Background: an optimization exercise with open tools, aiming at small area, a short achievable clock period and few clock cycles per item. Do not read the settings as production practice. For this run, only the layout was checked, not whether the RTL still works.

[flow/flow/run.sh]
#!/bin/bash
# The standard layout, with sky130_fd_sc_hd__buf_2 as the buffer that
# buffer_ports puts on every input and output port.
set -euo pipefail
export BUFFER_PORTS_ARGS="-buffer_cell sky130_fd_sc_hd__buf_2"
bash standard.sh > standard_flow.log 2>&1
[flow/standard.sh]
#!/bin/bash
# synth_recipe.tcl (not shown) runs the flow's synth.tcl, then flattens the netlist and writes it again
# the make line also repeats each setting of config.mk as NAME=value (left out here)
make -C /OpenROAD-flow-scripts/flow DESIGN_CONFIG=/design/flow/config.mk WORK_HOME=/design/flow/orfs CLKGATE_MAP_FILE= SYNTH_SCRIPT=/design/flow/synth_recipe.tcl "${@:-finish}"
[flow/config.mk]
export PLATFORM = sky130hd
export DESIGN_NAME = alpha_compositor
export DESIGN_NICKNAME = alpha_compositor
export VERILOG_FILES = /design/flow/design.v
export SDC_FILE = /design/flow/constraint.sdc
export NUM_CORES = 4
export LEC_CHECK = 0
export ABC_AREA = 1
export CAP_MARGIN = 20
export CORE_MARGIN = 2
export CORE_UTILIZATION = 60
export CTS_CLUSTER_DIAMETER = 100
export CTS_CLUSTER_SIZE = 30
export SLEW_MARGIN = 70
[flow/constraint.sdc]
create_clock -name core_clock -period 33.0 [get_ports {clk}]
set_input_delay 6.6000 -clock core_clock [delete_from_list [all_inputs] [get_ports {clk}]]
set_output_delay 6.6000 -clock core_clock [all_outputs]
set_load 0.01 [all_outputs]
[flow/design.v]
module alpha_compositor (
    input  wire         clk,
    input  wire         rst,         
    input  wire         cmd_valid,
    output wire         cmd_ready,
    input  wire [127:0] cmd,
    output reg          rsp_valid,
    input  wire         rsp_ready,
    output wire [47:0]  rsp
);
    function [31:0] csa;
        input [15:0] x;
        input [15:0] y;
        input [15:0] z;
        reg   [15:0] s;
        reg   [15:0] c;
        begin
            s   = x ^ y ^ z;
            c   = (x & y) | (x & z) | (y & z);
            csa = {c[14:0], 1'b0, s};
        end
    endfunction
    function [15:0] wsum;
        input [9:0] F;
        input [9:0] B;
        input [5:0] a;
        reg   [15:0] r0, r1, r2, r3, r4, r5;
        reg   [31:0] t1, t2, t3, t4;
        begin
            r0 = {6'd0, a[0] ? F : B};
            r1 = {5'd0, a[1] ? F : B, 1'd0};
            r2 = {4'd0, a[2] ? F : B, 2'd0};
            r3 = {3'd0, a[3] ? F : B, 3'd0};
            r4 = {2'd0, a[4] ? F : B, 4'd0};
            r5 = {1'd0, a[5] ? F : B, 5'd0};
            t1 = csa(r0, r1, r2);
            t2 = csa(r3, r4, r5);
            t3 = csa(t1[15:0], t1[31:16], t2[15:0]);
            t4 = csa(t3[15:0], t3[31:16], t2[31:16]);
            wsum = t4[15:0] + t4[31:16];
        end
    endfunction
    reg        ready_q;
    assign cmd_ready = ready_q;
    wire       accept = cmd_valid && ready_q;
    wire [7:0] cop = cmd[127:120];
    reg        v1;
    reg [7:0]  op1;
    reg [15:0] a0, a1;          
    reg [5:0]  a2;              
    reg        a2hi;            
    reg        xbad1;           
    reg        chan1, bch1, bpx1, use31;
    always @(posedge clk) begin
        op1   <= cop;
        a0    <= cmd[95:80];
        a1    <= cmd[79:64];
        a2    <= cmd[53:48];
        a2hi  <= cmd[63:54] != 10'd0;
        xbad1 <= (cmd[119:96] != 24'd0) || (cmd[47:0] != 48'd0);
        chan1 <= (cop == 8'h02) || (cop == 8'h04);
        bch1  <= (cop == 8'h04);
        bpx1  <= (cop == 8'h05);
        use31 <= (cop == 8'h04) || (cop == 8'h05);
        v1    <= accept && !rst;
    end
    wire is_nop  = op1 == 8'h00;
    wire is_sqrt = op1 == 8'h01;
    wire is_mch  = op1 == 8'h02;
    wire is_mpx  = op1 == 8'h03;
    wire is_bch  = op1 == 8'h04;
    wire is_bpx  = op1 == 8'h05;
    wire is_uv   = op1 == 8'h08;
    wire is_set  = (op1 == 8'h10) || (op1 == 8'h11);
    wire legal   = is_nop | is_sqrt | is_mch | is_mpx | is_bch | is_bpx | is_uv | is_set;
    wire use2 = is_mch | is_mpx | is_bch | is_bpx;
    wire rsv_bad = xbad1 || (is_nop && a0 != 16'd0) || (!use2 && a1 != 16'd0)
                || (!use31 && (a2hi || a2 != 6'd0));
    wire rng_bad = (is_sqrt && a0[15:12] != 4'd0)
                || (chan1 && (a0[15:6] != 10'd0 || a1[15:6] != 10'd0))
                || (is_bch && a2hi);
    wire [1:0] cause = !legal ? 2'd1 : rsv_bad ? 2'd2 : rng_bad ? 2'd3 : 2'd0;
    wire [15:0] bgpx  = bpx1 ? a1 : 16'd0;
    wire [5:0]  al    = use31 ? a2 : a1[5:0];
    wire        alhi  = use31 ? a2hi : (a1[15:6] != 10'd0);
    wire [5:0]  g_f   = chan1 ? a0[5:0] : a0[10:5];
    wire [5:0]  g_b   = bch1 ? a1[5:0] : bgpx[10:5];
    wire [9:0]  FR, BR, FG, BG, FB, BB;
    ac_sq5 u_fr (.i(a0[15:11]),   .o(FR));
    ac_sq5 u_br (.i(bgpx[15:11]), .o(BR));
    ac_sq6 u_fg (.i(g_f),         .o(FG));
    ac_sq6 u_bg (.i(g_b),         .o(BG));
    ac_sq5 u_fb (.i(a0[4:0]),     .o(FB));
    ac_sq5 u_bb (.i(bgpx[4:0]),   .o(BB));
    wire [15:0] sR = wsum(FR, BR, al);
    wire [15:0] sG = wsum(FG, BG, al);
    wire [15:0] sB = wsum(FB, BB, al);
    wire [15:0] gin = is_sqrt ? {a0[11:0], 4'd0} : sG;
    wire al_hi   = alhi || al == 6'd63;
    wire al_zero = !alhi && al == 6'd0;
    wire [8:0]  uv_th;
    ac_uv_angle u_ang (.f0(a0), .th(uv_th));
    reg [2:0]  kind;
    reg [15:0] side;
    always @(*) begin
        if (cause != 2'd0) begin
            kind = 3'd1; side = {6'd0, op1, cause};
        end else if (is_mch) begin
            kind = 3'd2; side = sG;
        end else if ((is_mpx || is_bpx) && al_hi) begin
            kind = 3'd2; side = a0;
        end else if ((is_mpx || is_bpx) && al_zero) begin
            kind = 3'd2; side = a1;
        end else if (is_mpx || is_bpx) begin
            kind = 3'd3; side = 16'd0;
        end else if (is_sqrt || is_bch) begin
            kind = 3'd4; side = 16'd0;
        end else if (is_uv) begin
            kind = 3'd5; side = {7'd0, uv_th};
        end else begin
            kind = 3'd0; side = 16'd0;
        end
    end
    reg        v2;
    reg [2:0]  kind2;
    reg [15:0] side2;
    reg [9:0]  sR2, sB2;            
    reg [11:0] sG2;                 
    always @(posedge clk) begin
        v2    <= v1 && !rst;
        kind2 <= kind;
        side2 <= side;
        sR2   <= sR[15:6];
        sG2   <= gin[15:4];
        sB2   <= sB[15:6];
    end
    wire [4:0] rR, rB;
    wire [5:0] rG;
    ac_isqrt10 u_qr (.n(sR2), .r(rR));
    ac_isqrt12 u_qg (.n(sG2), .r(rG));
    ac_isqrt10 u_qb (.n(sB2), .r(rB));
    reg [1:0]  kc;
    reg [15:0] pc;
    always @(*) begin
        case (kind2)
            3'd1:    begin kc = 2'd3; pc = side2; end
            3'd2:    begin kc = 2'd1; pc = side2; end
            3'd3:    begin kc = 2'd1; pc = {rR, rG, rB}; end
            3'd4:    begin kc = 2'd1; pc = {10'd0, rG}; end
            3'd5:    begin kc = 2'd2; pc = side2; end
            default: begin kc = 2'd0; pc = side2; end
        endcase
    end
    reg [17:0] qm [0:2];
    reg [1:0]  wp, rp, cnt;
    reg [1:0]  occ;             
    always @(posedge clk) begin
        if (v2)
            qm[wp] <= {kc, pc};
    end
    wire        qne   = cnt != 2'd0;
    wire        have  = qne || v2;
    wire [17:0] nxt   = qne ? qm[rp] : {kc, pc};
    wire [8:0] uqr = qne ? qm[rp][8:0] : side2[8:0];
    wire [17:0] uv;
    ac_uv_table u_tab (.th(uqr), .o(uv));
    wire [8:0] dx = uv[8:0];
    wire [8:0] dy = uv[17:9];
    reg        fault;
    reg [7:0]  s_op;
    reg [1:0]  s_cause;
    reg [15:0] res0;
    reg [8:0]  res1;            
    assign rsp = {s_op, 2'b00, s_cause, 3'b000, fault, {7{res1[8]}}, res1, res0};
    wire [1:0] wp_i  = (wp == 2'd2) ? 2'd0 : wp + 2'd1;
    wire [1:0] rp_i  = (rp == 2'd2) ? 2'd0 : rp + 2'd1;
    wire [1:0] t_wp  = (v2 && qne) ? wp_i : wp;
    wire [1:0] t_rp  = qne ? rp_i : rp;
    wire [1:0] t_cnt = cnt - {1'b0, qne} + {1'b0, v2 && qne};
    wire [1:0] h_wp  = v2 ? wp_i : wp;
    wire [1:0] h_cnt = cnt + {1'b0, v2};
    wire [1:0] occ_a = occ + {1'b0, accept};
    wire       t_rdy = (occ_a - {1'b0, have}) != 2'd3;
    wire       h_rdy = occ_a != 2'd3;
    wire [1:0] t_occ = occ_a - {1'b0, have};
    wire [1:0] nk   = nxt[17:16];
    wire       live = have && !fault;
    wire       upd0 = live && (nk == 2'd1 || nk == 2'd2);
    wire       upd1 = live && (nk == 2'd2);
    wire       updf = live && (nk == 2'd3);
    wire [15:0] r0n = (nk == 2'd2) ? {{7{dx[8]}}, dx} : nxt[15:0];
    wire take = !rsp_valid || rsp_ready;
    always @(posedge clk) begin
        if (rst || (take && upd0)) res0 <= rst ? 16'd0 : r0n;
    end
    always @(posedge clk) begin
        if (rst || (take && upd1)) res1 <= rst ? 9'd0 : dy;
    end
    always @(posedge clk) begin
        if (rst || (take && updf)) begin
            fault   <= !rst;
            s_op    <= rst ? 8'd0 : nxt[9:2];
            s_cause <= rst ? 2'd0 : nxt[1:0];
        end
    end
    always @(posedge clk) begin
        if (rst) begin
            wp        <= 2'd0;
            rp        <= 2'd0;
            cnt       <= 2'd0;
            occ       <= 2'd0;
            ready_q   <= 1'b1;
            rsp_valid <= 1'b0;
        end else if (take) begin
            wp        <= t_wp;
            rp        <= t_rp;
            cnt       <= t_cnt;
            occ       <= t_occ;
            ready_q   <= t_rdy;
            rsp_valid <= have;
        end else begin
            wp        <= h_wp;
            cnt       <= h_cnt;
            occ       <= occ_a;
            ready_q   <= h_rdy;
        end
    end
endmodule
module ac_sq5(i, o);
  input [4:0] i;
  wire [4:0] i;
  output [9:0] o;
  wire [9:0] o;
  wire n0;
  wire n1;
  wire n10;
  wire n11;
  wire n12;
  wire n13;
  wire n14;
  wire n15;
  wire n16;
  wire n17;
  wire n18;
  wire n19;
  wire n2;
  wire n20;
  wire n3;
  wire n4;
  wire n5;
  wire n6;
  wire n7;
  wire n8;
  wire n9;
  assign n7 = ~i[0];
  assign n6 = i[2] & ~(i[1]);
  assign n5 = ~(i[3] ^ i[2]);
  assign n4 = ~n5;
  assign o[4] = n7 ? n6 : n4;
  assign o[2] = i[1] & ~(i[0]);
  assign n3 = ~i[3];
  assign n2 = i[1] & ~(n5);
  assign n1 = n2 & ~(n7);
  assign n0 = n3 & ~(n1);
  assign o[9] = i[4] & ~(n0);
  assign n20 = ~(i[2] ^ i[1]);
  assign o[3] = i[0] & ~(n20);
  assign n19 = i[4] & i[0];
  assign n18 = n5 & ~(n7);
  assign n17 = ~((n18 & i[2]) | n2);
  assign o[5] = ~(n17 ^ n19);
  assign n16 = ~i[2];
  assign n15 = n1 | ~(i[4]);
  assign o[8] = ~((i[3] & n16) | n15);
  assign n14 = ~n0;
  assign n13 = ~(i[4] & i[1]);
  assign n12 = i[1] ? i[4] : i[2];
  assign n11 = n12 & ~(n19);
  assign o[6] = ~((n11 | n3) & (n13 | n14));
  assign n10 = i[3] | ~(i[2]);
  assign n9 = ~i[1];
  assign n8 = i[4] ? n9 : n16;
  assign o[7] = ~((n8 | n3) & (n15 | n10));
  assign o[1:0] = { 1'h0, i[0] };
endmodule
module ac_sq6(i, o);
  input [5:0] i;
  wire [5:0] i;
  output [9:0] o;
  wire [9:0] o;
  wire n0;
  wire n1;
  wire n10;
  wire n11;
  wire n12;
  wire n13;
  wire n14;
  wire n15;
  wire n16;
  wire n17;
  wire n18;
  wire n19;
  wire n2;
  wire n20;
  wire n21;
  wire n22;
  wire n23;
  wire n24;
  wire n25;
  wire n26;
  wire n27;
  wire n28;
  wire n29;
  wire n3;
  wire n30;
  wire n31;
  wire n32;
  wire n33;
  wire n34;
  wire n35;
  wire n36;
  wire n37;
  wire n38;
  wire n39;
  wire n4;
  wire n40;
  wire n41;
  wire n42;
  wire n43;
  wire n44;
  wire n45;
  wire n46;
  wire n47;
  wire n48;
  wire n49;
  wire n5;
  wire n50;
  wire n51;
  wire n52;
  wire n53;
  wire n6;
  wire n7;
  wire n8;
  wire n9;
  assign n51 = ~((n52 | i[5]) & i[2]);
  assign n50 = i[5] & ~(i[3]);
  assign n49 = i[3] & ~(i[5]);
  assign n48 = ~((n50 & n52) | n49);
  assign n47 = ~(n48 & i[4]);
  assign n46 = n51 & ~(n47);
  assign n45 = n32 | n18;
  assign o[7] = ~((n45 & n37) | n46);
  assign o[9] = i[5] & ~(n31);
  assign n44 = n32 & ~(n30);
  assign n43 = n46 | ~(n44);
  assign n42 = ~((n52 | i[4]) & n8);
  assign n41 = n48 & ~(n42);
  assign n40 = ~(o[9] & n17);
  assign n39 = ~((n41 | i[2]) & n40);
  assign o[6] = n43 & ~(n39);
  assign n38 = n13 & ~(n17);
  assign o[1] = i[0] & ~(n38);
  assign n37 = ~i[4];
  assign n36 = i[5] & ~(i[1]);
  assign n35 = ~i[5];
  assign n34 = i[2] & i[3];
  assign n33 = n34 | n35;
  assign n32 = n33 & ~(n36);
  assign n31 = n37 & ~(n32);
  assign n30 = i[4] & i[3];
  assign n29 = n30 & ~(n35);
  assign o[8] = n29 | n31;
  assign o[0] = i[1] & ~(i[0]);
  assign n28 = ~o[0];
  assign n27 = ~(i[2] | i[3]);
  assign n26 = ~(n27 | n34);
  assign n25 = ~n26;
  assign n24 = ~(n34 | i[1]);
  assign n23 = ~(n24 | n27);
  assign n22 = n37 & ~(n23);
  assign n21 = ~(n23 & i[4]);
  assign n20 = ~(n21 & i[0]);
  assign o[3] = ~((n20 | n22) & (n25 | n28));
  assign n19 = ~i[0];
  assign n18 = ~i[3];
  assign n17 = i[2] & ~(i[1]);
  assign n16 = ~(i[4] ^ i[3]);
  assign n15 = n17 & ~(n16);
  assign n14 = n15 | n18;
  assign n13 = i[2] | ~(i[1]);
  assign n12 = n13 | n37;
  assign n11 = ~((n12 & n14) | n19);
  assign n10 = i[5] & ~(n11);
  assign n9 = ~(n10 & i[0]);
  assign n8 = i[1] | ~(i[3]);
  assign n7 = n17 | i[0];
  assign n6 = ~((n7 | n8) & (n16 | n28));
  assign n5 = ~((n11 & n35) | n6);
  assign o[4] = ~(n5 & n9);
  assign o[2] = i[0] ? n26 : n17;
  assign n4 = i[4] & ~(i[0]);
  assign n3 = ~((n4 | i[3]) & (n30 | i[2]));
  assign n2 = n10 & ~(n3);
  assign n1 = ~n3;
  assign n0 = ~((n1 | n10) & i[1]);
  assign n53 = ~((n11 & n36) | n15);
  assign o[5] = ~((n0 | n2) & n53);
  assign n52 = i[0] & i[1];
endmodule
module ac_isqrt12(n, r);
  input [11:0] n;
  wire [11:0] n;
  output [5:0] r;
  wire [5:0] r;
  wire n0;
  wire n1;
  wire n10;
  wire n11;
  wire n12;
  wire n13;
  wire n14;
  wire n15;
  wire n16;
  wire n17;
  wire n18;
  wire n19;
  wire n2;
  wire n20;
  wire n21;
  wire n22;
  wire n23;
  wire n24;
  wire n25;
  wire n26;
  wire n27;
  wire n28;
  wire n29;
  wire n3;
  wire n30;
  wire n31;
  wire n32;
  wire n33;
  wire n34;
  wire n35;
  wire n36;
  wire n37;
  wire n38;
  wire n39;
  wire n4;
  wire n40;
  wire n41;
  wire n42;
  wire n43;
  wire n44;
  wire n45;
  wire n46;
  wire n47;
  wire n48;
  wire n49;
  wire n5;
  wire n50;
  wire n51;
  wire n52;
  wire n53;
  wire n54;
  wire n55;
  wire n56;
  wire n57;
  wire n58;
  wire n59;
  wire n6;
  wire n60;
  wire n61;
  wire n62;
  wire n63;
  wire n64;
  wire n65;
  wire n66;
  wire n67;
  wire n68;
  wire n69;
  wire n7;
  wire n70;
  wire n71;
  wire n72;
  wire n73;
  wire n74;
  wire n75;
  wire n76;
  wire n77;
  wire n78;
  wire n79;
  wire n8;
  wire n80;
  wire n81;
  wire n9;
  assign r[3] = ~n48;
  assign n47 = ~(n[5] | n[4]);
  assign n46 = ~n47;
  assign n45 = ~n53;
  assign n44 = n[11] & ~(n50);
  assign n43 = ~(n55 & n59);
  assign n42 = ~((n43 & n44) | (n48 & n45));
  assign n41 = n61 & ~(n49);
  assign n40 = ~((n48 & r[4]) | n41);
  assign n39 = n40 ^ n[8];
  assign n38 = ~(n39 & r[5]);
  assign n37 = n39 ^ n52;
  assign n36 = n[6] ? n48 : n46;
  assign n35 = r[4] & ~(n36);
  assign n34 = ~r[4];
  assign n33 = ~(n36 & n34);
  assign n32 = n48 | n[6];
  assign n31 = ~((n32 & n[7]) | n41);
  assign n30 = ~((n31 & n33) | n35);
  assign n29 = ~((n30 | n37) & n38);
  assign n28 = n29 & n42;
  assign n27 = n28 ? n48 : n46;
  assign n26 = n27 ^ n[6];
  assign n25 = n26 ^ r[4];
  assign n24 = ~n[4];
  assign n23 = n24 & ~(n28);
  assign n22 = n23 ^ n[5];
  assign n21 = n22 | n48;
  assign n20 = n22 ^ n48;
  assign n19 = n[3] | n[2];
  assign n18 = n[4] ? n28 : n19;
  assign n17 = n20 & ~(n18);
  assign n16 = n21 & ~(n17);
  assign n15 = n25 & ~(n16);
  assign n14 = ~((n26 & r[4]) | n15);
  assign n13 = n33 & ~(n35);
  assign n12 = n13 & ~(n28);
  assign n11 = n12 ^ n31;
  assign n10 = ~(n11 ^ n52);
  assign n9 = n10 & n14;
  assign n8 = n52 & ~(n11);
  assign n7 = n30 ^ n37;
  assign n6 = ~((n39 & n42) | n7);
  assign n5 = n6 | n8;
  assign n4 = ~(n5 | n9);
  assign r[1] = ~n4;
  assign r[2] = ~n28;
  assign n3 = n4 ? n28 : n19;
  assign n2 = n3 ^ n24;
  assign n1 = n2 | n48;
  assign n0 = n18 ^ n20;
  assign n81 = n4 ? n22 : n0;
  assign n80 = n4 | n[2];
  assign n79 = n80 ^ n[3];
  assign n78 = n79 & ~(n28);
  assign n77 = ~(n[1] | n[0]);
  assign n76 = n[2] ? r[1] : n77;
  assign n75 = n28 & ~(n79);
  assign n74 = n76 & ~(n75);
  assign n73 = ~n2;
  assign n72 = ~((n73 | r[3]) & (n74 | n78));
  assign n71 = ~((n72 & n1) | (n81 & n34));
  assign n70 = ~n26;
  assign n69 = n16 ^ n25;
  assign n68 = n4 ? n70 : n69;
  assign n67 = ~((n68 | n52) & (n81 | n34));
  assign n66 = n6 | ~(n11);
  assign n65 = n10 ^ n14;
  assign n64 = ~((n65 & n66) | (n68 & n52));
  assign r[0] = ~((n67 | n71) & n64);
  assign n63 = ~(n[8] | n[9]);
  assign n62 = ~n63;
  assign r[4] = n[10] ? n[11] : n62;
  assign n61 = ~(n[7] | n[6]);
  assign n60 = ~(n61 | n[8]);
  assign n59 = ~n60;
  assign n58 = ~(n[8] & n[9]);
  assign n57 = n[10] & ~(n[11]);
  assign n56 = ~(n57 & n[9]);
  assign n55 = n56 & n58;
  assign n54 = ~n55;
  assign n53 = ~((r[4] & n63) | n54);
  assign n52 = ~(n[11] | n[10]);
  assign r[5] = ~n52;
  assign n51 = ~((r[5] & n53) | n59);
  assign n50 = ~(n63 ^ n[10]);
  assign n49 = n[11] ? n50 : n58;
  assign n48 = n49 & ~(n51);
endmodule
module ac_isqrt10(n, r);
  input [9:0] n;
  wire [9:0] n;
  output [4:0] r;
  wire [4:0] r;
  wire n0;
  wire n1;
  wire n10;
  wire n11;
  wire n12;
  wire n13;
  wire n14;
  wire n15;
  wire n16;
  wire n17;
  wire n18;
  wire n19;
  wire n2;
  wire n20;
  wire n21;
  wire n22;
  wire n23;
  wire n24;
  wire n25;
  wire n26;
  wire n27;
  wire n28;
  wire n29;
  wire n3;
  wire n30;
  wire n31;
  wire n32;
  wire n33;
  wire n34;
  wire n35;
  wire n36;
  wire n37;
  wire n38;
  wire n39;
  wire n4;
  wire n40;
  wire n41;
  wire n42;
  wire n43;
  wire n44;
  wire n45;
  wire n46;
  wire n47;
  wire n48;
  wire n49;
  wire n5;
  wire n50;
  wire n51;
  wire n6;
  wire n7;
  wire n8;
  wire n9;
  assign n43 = ~((n44 & n47) | (n0 & n17));
  assign n42 = n12 | ~(n13);
  assign n41 = r[1] & ~(n42);
  assign n40 = n41 ^ n10;
  assign n39 = ~((n40 | n36) & (n0 | n17));
  assign n38 = n9 ? n19 : n3;
  assign n37 = ~((n40 & n36) | n38);
  assign r[0] = ~((n39 | n43) & n37);
  assign n36 = ~(n[8] | n[9]);
  assign r[4] = ~n36;
  assign n35 = ~n[7];
  assign n34 = ~n[9];
  assign n33 = ~(n[8] | n[6]);
  assign r[3] = ~((n33 & n35) | (n[8] & n34));
  assign n32 = ~(n[5] | n[4]);
  assign n31 = n[7] ? n34 : n33;
  assign n30 = n[8] & n[9];
  assign n29 = ~(n30 | n31);
  assign n28 = n32 & ~(n[6]);
  assign n27 = n33 ^ n35;
  assign n26 = n[9] & ~(n27);
  assign n25 = ~n26;
  assign r[2] = ~((n25 & n28) | n29);
  assign n24 = r[2] & n32;
  assign n23 = ~(n[8] & n[6]);
  assign n22 = n28 & ~(n34);
  assign n21 = n31 | ~(n33);
  assign n20 = n21 & ~(n22);
  assign n19 = ~((n23 | n24) & n20);
  assign n18 = ~(n19 | n36);
  assign n17 = ~r[3];
  assign n16 = ~n29;
  assign n15 = ~(n[3] | n[2]);
  assign n14 = n[4] ? n16 : n15;
  assign n13 = n17 | ~(n14);
  assign n12 = n17 & ~(n14);
  assign n11 = r[2] & ~(n[4]);
  assign n10 = n11 ^ n[5];
  assign n9 = ~((n10 | n12) & n13);
  assign n8 = n[9] | ~(n[7]);
  assign n7 = n28 & ~(n8);
  assign n6 = n33 | n35;
  assign n5 = n32 | n[8];
  assign n4 = ~((n5 | n6) & (n25 | n28));
  assign n3 = n4 | n7;
  assign n2 = ~((n22 & n35) | n3);
  assign r[1] = ~((n9 | n18) & n2);
  assign n1 = r[1] ? n15 : r[2];
  assign n0 = n1 ^ n[4];
  assign n51 = r[1] & ~(n[3]);
  assign n50 = ~n[3];
  assign n49 = ~n15;
  assign n48 = r[1] ? n49 : n50;
  assign n47 = ~((n51 | r[2]) & n48);
  assign n46 = n[0] | n[2];
  assign n45 = ~(n46 | n[1]);
  assign n44 = ~((n48 | r[2]) & n45);
endmodule
module ac_uv_angle(f0, th);
  input [15:0] f0;
  wire [15:0] f0;
  output [8:0] th;
  wire [8:0] th;
  wire n0;
  wire n1;
  wire n10;
  wire n11;
  wire n12;
  wire n13;
  wire n14;
  wire n15;
  wire n16;
  wire n17;
  wire n18;
  wire n19;
  wire n2;
  wire n20;
  wire n21;
  wire n22;
  wire n23;
  wire n24;
  wire n25;
  wire n26;
  wire n27;
  wire n28;
  wire n29;
  wire n3;
  wire n30;
  wire n31;
  wire n32;
  wire n33;
  wire n34;
  wire n35;
  wire n36;
  wire n37;
  wire n38;
  wire n39;
  wire n4;
  wire n40;
  wire n41;
  wire n42;
  wire n43;
  wire n5;
  wire n6;
  wire n7;
  wire n8;
  wire n9;
  assign n26 = f0[14] & f0[8];
  assign n25 = ~(f0[13] | f0[7]);
  assign n24 = f0[12] & f0[6];
  assign n23 = ~f0[5];
  assign n22 = ~(f0[4] | f0[11]);
  assign n21 = f0[4] ^ f0[11];
  assign n20 = ~((n21 & n23) | n22);
  assign n19 = f0[12] ^ f0[6];
  assign n18 = ~((n19 & n20) | n24);
  assign n17 = f0[13] ^ f0[7];
  assign n16 = ~((n17 & n18) | n25);
  assign n15 = f0[14] ^ f0[8];
  assign n14 = ~((n15 & n16) | n26);
  assign n13 = f0[15] ^ f0[9];
  assign n12 = ~(n13 ^ n14);
  assign n11 = n19 ^ n20;
  assign n10 = n11 & ~(n12);
  assign n9 = n15 ^ n16;
  assign n8 = ~(n21 ^ f0[5]);
  assign n7 = n8 | n9;
  assign n6 = n17 ^ n18;
  assign n5 = n6 & f0[10];
  assign n4 = n13 & ~(n14);
  assign n3 = ~((f0[15] & f0[9]) | n4);
  assign n2 = n6 ^ f0[10];
  assign n1 = n2 & ~(n3);
  assign n0 = ~(n1 | n5);
  assign n43 = n8 ^ n9;
  assign n42 = n43 & ~(n0);
  assign n41 = n7 & ~(n42);
  assign n40 = ~(n11 ^ n12);
  assign n39 = n40 & ~(n41);
  assign n38 = ~(n39 | n10);
  assign n37 = ~(n2 ^ n3);
  assign n36 = n37 & n38;
  assign n35 = ~(n43 ^ n0);
  assign n34 = n35 | n36;
  assign n33 = n40 ^ n41;
  assign n32 = n34 & ~(n33);
  assign n31 = ~(n37 | n38);
  assign n30 = n35 & ~(n31);
  assign th[8] = n32 & ~(n30);
  assign n29 = ~(n31 | n36);
  assign th[7] = ~(n29 ^ n32);
  assign th[6] = ~(n33 ^ n34);
  assign n28 = ~n30;
  assign n27 = n29 | n32;
  assign th[5] = ~((n27 | n28) & n34);
  assign th[4] = ~f0[4];
  assign th[3:0] = f0[3:0];
endmodule
module ac_uv_table(th, o);
  input [8:0] th;
  wire [8:0] th;
  output [17:0] o;
  wire [17:0] o;
  wire n0;
  wire n1;
  wire n10;
  wire n100;
  wire n101;
  wire n102;
  wire n103;
  wire n104;
  wire n105;
  wire n106;
  wire n107;
  wire n108;
  wire n109;
  wire n11;
  wire n110;
  wire n111;
  wire n112;
  wire n113;
  wire n114;
  wire n115;
  wire n116;
  wire n117;
  wire n118;
  wire n119;
  wire n12;
  wire n120;
  wire n121;
  wire n122;
  wire n123;
  wire n124;
  wire n125;
  wire n126;
  wire n127;
  wire n128;
  wire n129;
  wire n13;
  wire n130;
  wire n131;
  wire n132;
  wire n133;
  wire n134;
  wire n135;
  wire n136;
  wire n137;
  wire n138;
  wire n139;
  wire n14;
  wire n140;
  wire n141;
  wire n142;
  wire n143;
  wire n144;
  wire n145;
  wire n146;
  wire n147;
  wire n148;
  wire n149;
  wire n15;
  wire n150;
  wire n151;
  wire n152;
  wire n153;
  wire n154;
  wire n155;
  wire n156;
  wire n157;
  wire n158;
  wire n159;
  wire n16;
  wire n160;
  wire n161;
  wire n162;
  wire n163;
  wire n164;
  wire n165;
  wire n166;
  wire n167;
  wire n168;
  wire n169;
  wire n17;
  wire n170;
  wire n171;
  wire n172;
  wire n173;
  wire n174;
  wire n175;
  wire n176;
  wire n177;
  wire n178;
  wire n179;
  wire n18;
  wire n180;
  wire n181;
  wire n182;
  wire n183;
  wire n184;
  wire n185;
  wire n186;
  wire n187;
  wire n188;
  wire n189;
  wire n19;
  wire n190;
  wire n191;
  wire n192;
  wire n193;
  wire n194;
  wire n195;
  wire n196;
  wire n197;
  wire n198;
  wire n199;
  wire n2;
  wire n20;
  wire n200;
  wire n201;
  wire n202;
  wire n203;
  wire n204;
  wire n205;
  wire n206;
  wire n207;
  wire n208;
  wire n209;
  wire n21;
  wire n210;
  wire n211;
  wire n212;
  wire n213;
  wire n214;
  wire n215;
  wire n216;
  wire n217;
  wire n218;
  wire n219;
  wire n22;
  wire n220;
  wire n221;
  wire n222;
  wire n223;
  wire n224;
  wire n225;
  wire n226;
  wire n227;
  wire n228;
  wire n229;
  wire n23;
  wire n230;
  wire n231;
  wire n232;
  wire n233;
  wire n234;
  wire n235;
  wire n236;
  wire n237;
  wire n238;
  wire n239;
  wire n24;
  wire n240;
  wire n241;
  wire n242;
  wire n243;
  wire n244;
  wire n245;
  wire n246;
  wire n247;
  wire n248;
  wire n249;
  wire n25;
  wire n250;
  wire n251;
  wire n252;
  wire n253;
  wire n254;
  wire n255;
  wire n256;
  wire n257;
  wire n258;
  wire n259;
  wire n26;
  wire n260;
  wire n261;
  wire n262;
  wire n263;
  wire n264;
  wire n265;
  wire n266;
  wire n267;
  wire n268;
  wire n269;
  wire n27;
  wire n270;
  wire n271;
  wire n272;
  wire n273;
  wire n274;
  wire n275;
  wire n276;
  wire n277;
  wire n278;
  wire n279;
  wire n28;
  wire n280;
  wire n281;
  wire n282;
  wire n283;
  wire n284;
  wire n285;
  wire n286;
  wire n287;
  wire n29;
  wire n3;
  wire n30;
  wire n31;
  wire n32;
  wire n33;
  wire n34;
  wire n35;
  wire n36;
  wire n37;
  wire n38;
  wire n39;
  wire n4;
  wire n40;
  wire n41;
  wire n42;
  wire n43;
  wire n44;
  wire n45;
  wire n46;
  wire n47;
  wire n48;
  wire n49;
  wire n5;
  wire n50;
  wire n51;
  wire n52;
  wire n53;
  wire n54;
  wire n55;
  wire n56;
  wire n57;
  wire n58;
  wire n59;
  wire n6;
  wire n60;
  wire n61;
  wire n62;
  wire n63;
  wire n64;
  wire n65;
  wire n66;
  wire n67;
  wire n68;
  wire n69;
  wire n7;
  wire n70;
  wire n71;
  wire n72;
  wire n73;
  wire n74;
  wire n75;
  wire n76;
  wire n77;
  wire n78;
  wire n79;
  wire n8;
  wire n80;
  wire n81;
  wire n82;
  wire n83;
  wire n84;
  wire n85;
  wire n86;
  wire n87;
  wire n88;
  wire n89;
  wire n9;
  wire n90;
  wire n91;
  wire n92;
  wire n93;
  wire n94;
  wire n95;
  wire n96;
  wire n97;
  wire n98;
  wire n99;
  assign n260 = ~th[6];
  assign n259 = ~th[5];
  assign n258 = ~th[3];
  assign n257 = ~((n258 & n259) | n260);
  assign n256 = ~((th[4] & th[6]) | th[7]);
  assign n255 = n256 & ~(n257);
  assign n254 = ~n255;
  assign n253 = ~(th[4] | th[5]);
  assign n252 = th[7] & ~(n253);
  assign n251 = ~((th[6] & th[7]) | n252);
  assign n250 = ~th[8];
  assign n249 = n252 & n257;
  assign n248 = n250 & ~(n249);
  assign n247 = ~n248;
  assign n246 = ~((n251 & n254) | n247);
  assign n245 = ~n246;
  assign n244 = n258 & ~(n246);
  assign n243 = n251 & ~(th[8]);
  assign n242 = n243 ^ th[4];
  assign n241 = ~n242;
  assign n240 = n241 ^ n244;
  assign n239 = n246 ^ th[3];
  assign n238 = ~(th[1] | th[2]);
  assign n237 = n238 & ~(th[0]);
  assign n236 = n237 | n239;
  assign n235 = n236 & ~(n240);
  assign n234 = ~(n243 & th[4]);
  assign n233 = ~((n241 | n244) & n234);
  assign n232 = n233 ^ th[5];
  assign n231 = n232 & n235;
  assign n230 = n246 ^ th[6];
  assign n229 = n259 & ~(n233);
  assign n228 = n230 ^ n229;
  assign n227 = ~n228;
  assign n226 = n231 ? n230 : n227;
  assign n225 = ~n226;
  assign n224 = ~n236;
  assign n223 = ~n237;
  assign n222 = n239 & ~(n223);
  assign n221 = n222 | ~(n240);
  assign n220 = n221 ? n235 : n224;
  assign n219 = ~th[0];
  assign n218 = th[1] & ~(th[0]);
  assign n217 = th[0] ? th[1] : th[2];
  assign n216 = n218 | ~(n217);
  assign n215 = n239 ? n219 : n216;
  assign n214 = n215 | n220;
  assign n213 = th[0] & ~(th[1]);
  assign n212 = ~(n218 | n213);
  assign n211 = n239 & ~(n212);
  assign n210 = th[1] & th[0];
  assign n209 = th[0] ? th[2] : th[1];
  assign n208 = n209 & ~(n210);
  assign n207 = n239 | ~(n208);
  assign n206 = n211 | ~(n207);
  assign n205 = n232 ^ n235;
  assign n204 = ~((n206 & n220) | n205);
  assign n203 = ~n205;
  assign n202 = n236 & ~(n222);
  assign n201 = th[0] & ~(th[2]);
  assign n200 = n201 & ~(th[1]);
  assign n199 = n202 & ~(n200);
  assign n198 = ~((n199 & n220) | n203);
  assign n197 = th[0] & th[2];
  assign n196 = th[1] & ~(n197);
  assign n195 = ~n196;
  assign n194 = ~((n195 | n239) & n240);
  assign n193 = n239 & ~(th[1]);
  assign n192 = n193 | n201;
  assign n191 = ~(n192 | n194);
  assign n190 = n240 & ~(n239);
  assign n189 = th[2] & ~(n213);
  assign n188 = ~((n189 | n201) & n190);
  assign n187 = ~(n188 | n191);
  assign n186 = n221 & ~(n235);
  assign n185 = ~n186;
  assign n184 = n236 & ~(n221);
  assign n183 = ~n184;
  assign n182 = n197 | n212;
  assign n181 = ~((n182 | n183) & (n209 | n185));
  assign n180 = ~(n181 | n187);
  assign n179 = ~((n180 & n198) | (n204 & n214));
  assign n178 = n232 & ~(n240);
  assign n177 = ~(th[1] | th[0]);
  assign n176 = ~n177;
  assign n175 = ~(th[0] | th[2]);
  assign n174 = ~(n197 | n175);
  assign n173 = n176 & ~(n174);
  assign n172 = ~th[1];
  assign n171 = n172 & ~(n175);
  assign n170 = ~(n171 | n173);
  assign n169 = ~(n189 | n200);
  assign n168 = n169 & ~(n218);
  assign n167 = ~(n168 | n170);
  assign n166 = n167 | n210;
  assign n165 = n202 & ~(n166);
  assign n164 = ~(n165 & n178);
  assign n163 = n225 ? n179 : n164;
  assign n162 = th[1] & th[2];
  assign n161 = n162 & ~(n219);
  assign n160 = ~n161;
  assign n159 = ~(n160 & n242);
  assign n158 = n239 & ~(n159);
  assign n157 = ~(n210 | n175);
  assign n156 = n157 | th[5];
  assign n155 = n156 | ~(n158);
  assign n154 = ~(n232 & n240);
  assign n153 = n239 ? th[0] : n171;
  assign n152 = n239 & ~(n172);
  assign n151 = n152 | ~(n178);
  assign n150 = ~((n151 | n196) & (n153 | n154));
  assign n149 = ~n173;
  assign n148 = ~(n158 | n232);
  assign n147 = n240 | n239;
  assign n146 = ~((n147 | n149) & n148);
  assign n145 = ~(n146 | n191);
  assign n144 = ~(n145 | n150);
  assign n143 = n227 ? n155 : n144;
  assign o[9] = n245 ? n143 : n163;
  assign n142 = n232 & ~(n190);
  assign n141 = ~n142;
  assign n140 = n226 | n205;
  assign n139 = n185 & ~(n140);
  assign n138 = ~n139;
  assign n137 = ~((n138 | n245) & (n141 | n260));
  assign n136 = n248 & ~(n255);
  assign n135 = th[2] & ~(n210);
  assign n134 = ~((n135 | n196) & n176);
  assign n133 = ~(n134 & n202);
  assign n132 = n133 | n193;
  assign n131 = n220 & ~(n132);
  assign n130 = n175 | n238;
  assign n129 = n130 | n161;
  assign n128 = n239 ? n212 : n129;
  assign n127 = n220 ? n169 : n128;
  assign n126 = n226 ? n131 : n127;
  assign n125 = n201 | ~(n166);
  assign n124 = n186 & ~(n170);
  assign n123 = ~((n125 & n184) | n124);
  assign n122 = ~n190;
  assign n121 = ~n157;
  assign n120 = ~((n121 | n122) & n228);
  assign n119 = n205 & ~(n120);
  assign n118 = ~((n119 & n123) | (n126 & n203));
  assign n117 = ~n232;
  assign n116 = ~n210;
  assign n115 = ~th[2];
  assign n114 = n115 ? th[1] : n177;
  assign n113 = ~n114;
  assign n112 = ~((n113 & n116) | n147);
  assign n111 = n239 & ~(n242);
  assign n110 = ~n111;
  assign n109 = ~((n174 & n116) | n110);
  assign n108 = n109 | ~(n188);
  assign n107 = ~((n108 | n112) & n117);
  assign n106 = th[2] & ~(n239);
  assign n105 = n106 ^ n172;
  assign n104 = n105 | n154;
  assign n103 = n167 & n178;
  assign n102 = n103 | n227;
  assign n101 = n104 & ~(n102);
  assign n100 = n230 | n229;
  assign n99 = n238 & ~(n100);
  assign n98 = ~((n99 & n259) | (n101 & n107));
  assign n97 = n245 ? n98 : n118;
  assign n96 = ~((n97 | o[9]) & n136);
  assign n95 = n135 & ~(n239);
  assign n94 = ~(n95 | n220);
  assign n93 = n217 | ~(n202);
  assign n92 = ~n168;
  assign n91 = n239 ? th[0] : n92;
  assign n90 = ~((n91 & n220) | (n93 & n94));
  assign n89 = n208 ^ n239;
  assign n88 = th[2] & ~(th[1]);
  assign n87 = ~(n88 | n173);
  assign n86 = th[2] ? n219 : n172;
  assign n85 = ~((n86 | n185) & (n87 | n183));
  assign n84 = ~((n89 & n220) | n85);
  assign n83 = ~((n84 | n205) & n225);
  assign n82 = ~((n90 & n205) | n83);
  assign n81 = ~(n162 ^ n239);
  assign n80 = n81 ^ n157;
  assign n79 = n114 & n190;
  assign n78 = n115 & ~(n212);
  assign n77 = n78 | n88;
  assign n76 = ~((n77 | n110) & (n91 | n240));
  assign n75 = ~((n76 | n79) & n117);
  assign n74 = ~n174;
  assign n73 = n106 ? n212 : n74;
  assign n72 = ~((n73 | n154) & n228);
  assign n71 = n72 | ~(n75);
  assign n70 = ~((n80 & n178) | n71);
  assign n69 = n245 ? n70 : n82;
  assign n68 = n69 & n96;
  assign n67 = n136 & ~(n68);
  assign n66 = ~n220;
  assign n65 = n174 | n205;
  assign n64 = n169 | n205;
  assign n63 = n212 & ~(n197);
  assign n62 = ~((n63 & n205) | n202);
  assign n61 = ~((n62 & n64) | (n65 & n152));
  assign n60 = ~n239;
  assign n59 = n239 & ~(n176);
  assign n58 = ~((n59 | n115) & (n223 | n60));
  assign n57 = ~((n58 & n205) | n220);
  assign n56 = ~(n133 & n207);
  assign n55 = ~((n56 | n140) & (n57 | n226));
  assign n54 = ~((n61 | n66) & n55);
  assign n53 = n177 | n239;
  assign n52 = n88 | n53;
  assign n51 = ~(n211 | n240);
  assign n50 = ~n240;
  assign n49 = ~((n176 & th[2]) | n50);
  assign n48 = n49 & ~(n59);
  assign n47 = n48 | n232;
  assign n46 = ~((n51 & n52) | n47);
  assign n45 = n239 & ~(n162);
  assign n44 = ~((n167 | n239) & n50);
  assign n43 = ~((n45 & n209) | n44);
  assign n42 = n134 & n239;
  assign n41 = ~((n42 | n194) & n232);
  assign n40 = ~((n41 | n43) & n228);
  assign n39 = n40 | n46;
  assign n38 = n245 ? n39 : n54;
  assign n37 = ~(n38 | n67);
  assign n36 = n136 & ~(n37);
  assign n35 = n220 & ~(n49);
  assign n34 = n78 | ~(n202);
  assign n33 = ~(n34 & n35);
  assign n32 = ~((n200 | n202) & n66);
  assign n31 = n132 & ~(n32);
  assign n30 = ~(n31 | n140);
  assign n29 = n141 & ~(n226);
  assign n28 = ~((n29 & n198) | (n30 & n33));
  assign n27 = ~(n106 | n240);
  assign n26 = n45 | ~(n27);
  assign n25 = ~((n110 | n238) & (n160 | n50));
  assign n24 = ~(n25 | n117);
  assign n23 = ~((n24 & n26) | (n148 & n221));
  assign n22 = n23 | n227;
  assign n21 = n245 ? n22 : n28;
  assign n20 = ~((n21 | n36) & n136);
  assign n19 = ~(n198 | n226);
  assign n18 = ~((n35 | n186) & n19);
  assign n17 = n228 & ~(n148);
  assign n16 = ~((n141 | n27) & n17);
  assign n15 = n245 ? n16 : n18;
  assign n14 = n20 & ~(n15);
  assign n13 = n14 | ~(n136);
  assign o[16] = n13 ^ n137;
  assign o[15] = ~(n15 ^ n20);
  assign o[14] = n21 ^ n36;
  assign n12 = n238 | ~(n45);
  assign n11 = ~(n12 | n218);
  assign n10 = n50 & ~(n11);
  assign n9 = n94 | ~(n10);
  assign n8 = n239 & ~(n114);
  assign n7 = n95 | ~(n240);
  assign n6 = ~((n7 | n8) & n232);
  assign n5 = n9 & ~(n6);
  assign n4 = ~((n129 | n60) & n27);
  assign n3 = n111 & ~(n237);
  assign n2 = ~(n3 | n232);
  assign n1 = ~((n2 & n4) | n227);
  assign n0 = n1 & ~(n5);
  assign n287 = ~((n11 | n70) & n220);
  assign n286 = ~((n113 | n185) & (n135 | n183));
  assign n285 = n286 | ~(n287);
  assign n284 = n3 | ~(n205);
  assign n283 = ~((n12 & n35) | n284);
  assign n282 = n283 | n226;
  assign n281 = ~((n285 & n203) | n282);
  assign n280 = n245 ? n0 : n281;
  assign o[13] = ~(n280 ^ n36);
  assign o[12] = n38 ^ n67;
  assign o[11] = n69 ^ n96;
  assign n279 = n136 & o[9];
  assign o[10] = n97 ^ n279;
  assign o[0] = n245 ? n163 : n143;
  assign n278 = ~n243;
  assign n277 = n245 ? n118 : n98;
  assign n276 = ~((n277 | o[0]) & n243);
  assign n275 = n245 ? n82 : n70;
  assign n274 = ~((n275 & n276) | n278);
  assign n273 = n245 ? n54 : n39;
  assign n272 = ~(n273 | n274);
  assign n271 = n243 & ~(n272);
  assign n270 = n245 ? n28 : n22;
  assign n269 = ~((n270 | n271) & n243);
  assign n268 = n245 ? n18 : n16;
  assign n267 = n269 & ~(n268);
  assign n266 = n267 | ~(n243);
  assign n265 = n142 & ~(n245);
  assign n264 = n139 ? n245 : n265;
  assign o[7] = n264 ^ n266;
  assign o[6] = ~(n268 ^ n269);
  assign o[5] = n270 ^ n271;
  assign n263 = n245 ? n281 : n0;
  assign o[4] = ~(n263 ^ n271);
  assign o[3] = n273 ^ n274;
  assign o[2] = n275 ^ n276;
  assign n262 = o[0] & n243;
  assign o[1] = n277 ^ n262;
  assign n261 = n13 & n137;
  assign o[17] = n136 & ~(n261);
  assign o[8] = ~((n264 & n267) | n278);
endmodule
==> qor.csv <==
metric,value,unit
insertion_delay,510,ps
route.detailed.drc,0,
final_common_cell,sky130_fd_sc_hd__nand2_1,
worstPathRequired,26400,ps
regToRegEndpoint,res1[7],
cts_repair_resize_count,0,
synth_top_flop_cell,sky130_fd_sc_hd__dfxtp_1,
drive_above_1_share,13.4,%
netlist_instances,2439,
globalplace.congestion,1.04,
clock_slew_seen_by_the_registers_of_the_worst_setup_and_hold_paths,110,ps
fp.dieH,177,um
grt.met1_usage,38.8,%
critical_path_arrival,1140,ps
initial_core_util,60.6,%
critical_path.endpoint_type,output port,
synth_enable_flop_cells,90,
overflow,0,
routedWlPerCell,16.9,um
global_route_wire_length_before_repair,81200,um
asyncSetResetFlopFracSynth,0,%
totalWireLength,50300,um
numClockSinks,207,
critPathLaunchType,flop,
minimum_period_implied_by_the_final_worst_setup_slack,7740,ps
std_cell_rows,63,
timing_hold_violations_final,0,
clock_tree.buffer_depth,3,
chipWidth,177,um
setup.worst_path.class,reg2out,
critical_path_buf_inv_count,1,
met3_use_gr,3.67,%
max_clock_freq,0.129,GHz
first_iter_violations,1291,
place.detailed.hpwl,39800,um
synth_cell_types,63,
timing.final.crit_share,23.5,%
timing.final.max_slew_violations,0,
crit_path_top_delay_cell,sky130_fd_sc_hd__edfxtp_1,
seq_area_frac_synth,28.1,%
cts_tree,done,
synth.avg_cell_area,7.35,um2
num_antenna_cells,0,
layout.cells.most_common_list,"569 x sky130_fd_sc_hd__nand2_1, 373 x sky130_fd_sc_hd__inv_1, 264 x sky130_fd_sc_hd__o21ai_0, 185 x sky130_fd_sc_hd__buf_2, 174 x sky130_fd_sc_hd__nor2_1",
drt_first_pass_iters,7,
yosys_warnings,1,
met2_usage,58.2,%
r2r_setup_slack,25570,ps
footprint_of_the_multi_input_gates,11300,um2
synth_seq_cells,207,
worst_clock_skew,35.9,ps
top_level_ports,182,
number_of_antenna_violations_at_the_first_check_in_global_routing,0,
vias_per_cell,5.71,
setup_violations,0,
post_cts.repair.setup_buffers,0,
cpLargestDelayFamily,flip-flops,
holdCritPathClass,reg2reg,
drtAntennaViolNets,0,
cap_violations,0,
cts_max_level,1,
worstHoldStart,v1,
via_count_of_the_first_global_routing_pass,16589,
rsz_0062_raised_after_global_routing,false,
tritoncts_buffers,12,
clock-root-buffer,sky130_fd_sc_hd__clkbuf_16,
dieArea,31300,um2
io_buffers,176,
postLayoutSetupSlackWorst,25260,ps
fill_cells,2521,
min_to,v2,
groute.usage.overall,32.3,%
critical_path.max_stage_delay,480,ps
placeable_area,29600,um2
status,no timing/DRC/antenna violations,
crit-reg2reg-launch,cnt[1],
netlist_area,17900,um2
post_cts_hold_buffer_count,0,
min_delay_path_depth,2,
syn2layout_area_growth,10.6,%
cp_cell_instances,buf_2,
totalNegativeSetupSlack,0,ps
worstRegToRegCells,33,
area.sequential,5060,um2
gr-max-usage-layer,met2,
cp_max_fo,8,
dr_total_vias,16968,
final_nets,2937,
pre_cts_ws,25090,ps
grt_max_degree,45,
[worst max path at each step]
stage	startpoint	end	slack, ps	cells after the start
floorplan	rsp_ready	res0[0]	24590	2
global placement	rst	res0[1]	24880	4
detailed placement	cmd_valid	ready_q	25090	8
CTS	res1[8]	rsp[29]	25230	1
global route	cnt[0]	res1[7]	25050	34
finish	res1[8]	rsp[29]	25260	1
[per-stage QoR]
stage,cells,utilization (%),cell area (um2),hold slack [ps]
detailed placement,2953,65.4,19300,434
global placement,2941,64.5,19100,418
floorplan,2443,-,17900,388
CTS,2973,66.8,19700,452
finish,2974,67.1,19800,450
global route,2974,67.1,19800,481
[kinds of logic (layout without fill, tap and decap cells)]
group / after synthesis / after routing / synth area share, %
simple gates: 968 / 968 / 22.7
compound gates: 523 / 523 / 16.8
fa+ha+maj: 227 / 227 / 20.1
flops: 207 / 207 / 28.1
mux: 1 / 1 / 0.0628
buf+inv: 477 / 618 / 10.5
xor+xnor: 35 / 35 / 1.71
other cells: 1 / 5 / 0.0209
[registers in the layout, indices dropped and copies added, names as in the netlist, 3 cells and up, named ones only]
| signal | flops |
|---|---|
| a0 | 16 |
| s_op | 8 |
| op1 | 8 |
| qm | 54 |
| res0 | 16 |
| kind2 | 3 |
| a1 | 16 |
| sB2 | 10 |
| sR2 | 10 |
| a2 | 6 |
| res1 | 9 |
| side2 | 16 |
| sG2 | 12 |
[area by class of cell]
cell class	instances	share of cell area, %
Sequential cell	207	25.5
Clock inverter	4	0.398
Timing Repair Buffer	200	5.36
Clock buffer	16	1.70
Multi-Input combinational cell	1759	57.0
Inverter	398	7.57
Tap cell	390	2.46
[layer usage]
layer | share of wire [%] | wire length (um) | vias up
li1 | - | - | 8269
met1 | 40 | 20100 | 7872
met2 | 50 | 24900 | 683
met3 | 6.3 | 3190 | 144
met4 | 4.2 | 2100 | 0
met5 | 0 | 0 | -
[synth_stat cells (all sizes together), types with 25 or more instances]
| library cell | number | area (um2) |
|---|---|---|
| nor4 | 25 | 156 |
| inv | 395 | 1490 |
| xor2 | 27 | 236 |
| edfxtp | 90 | 2700 |
| o21ai | 309 | 1560 |
| fa | 102 | 2040 |
| nor3 | 28 | 140 |
| ha | 125 | 1560 |
| nand3 | 101 | 516 |
| nand2 | 580 | 2210 |
| dfxtp | 117 | 2340 |
| nor2 | 187 | 724 |
| clkbuf | 57 | 214 |
| a21oi | 91 | 482 |

-- what the ideal ports hide --
The flow's constraints put no driver on any port. The routed layout listed below was extracted and timed again, unchanged, in two steps. Step 1 sets driving cells, clkbuf_16 on the clock port and buf_2 on the other inputs (assumed; they add their load-dependent delay and slew). Step 2, shift: input delay + t, output delay - t, t = (earliest + latest rising clock arrival at the registers) / 2. This alone moves slack from input paths to output paths. Slacks: ideal ports / drivers / drivers and shift; pairs: ideal ports / drivers.
t (ns): 0.548
setup slack, ns: 25.258 / 25.206 / 25.113
hold WS [ns]: 0.450 / 0.450 / 0.450
clock arrival spread, ns: 0.036 / 0.036
cell pins on the clock port's net: 1
After both steps setup and hold are still met in this run. The setup slack of this run moves by -0.052 ns with the drivers and by -0.145 ns with both steps.
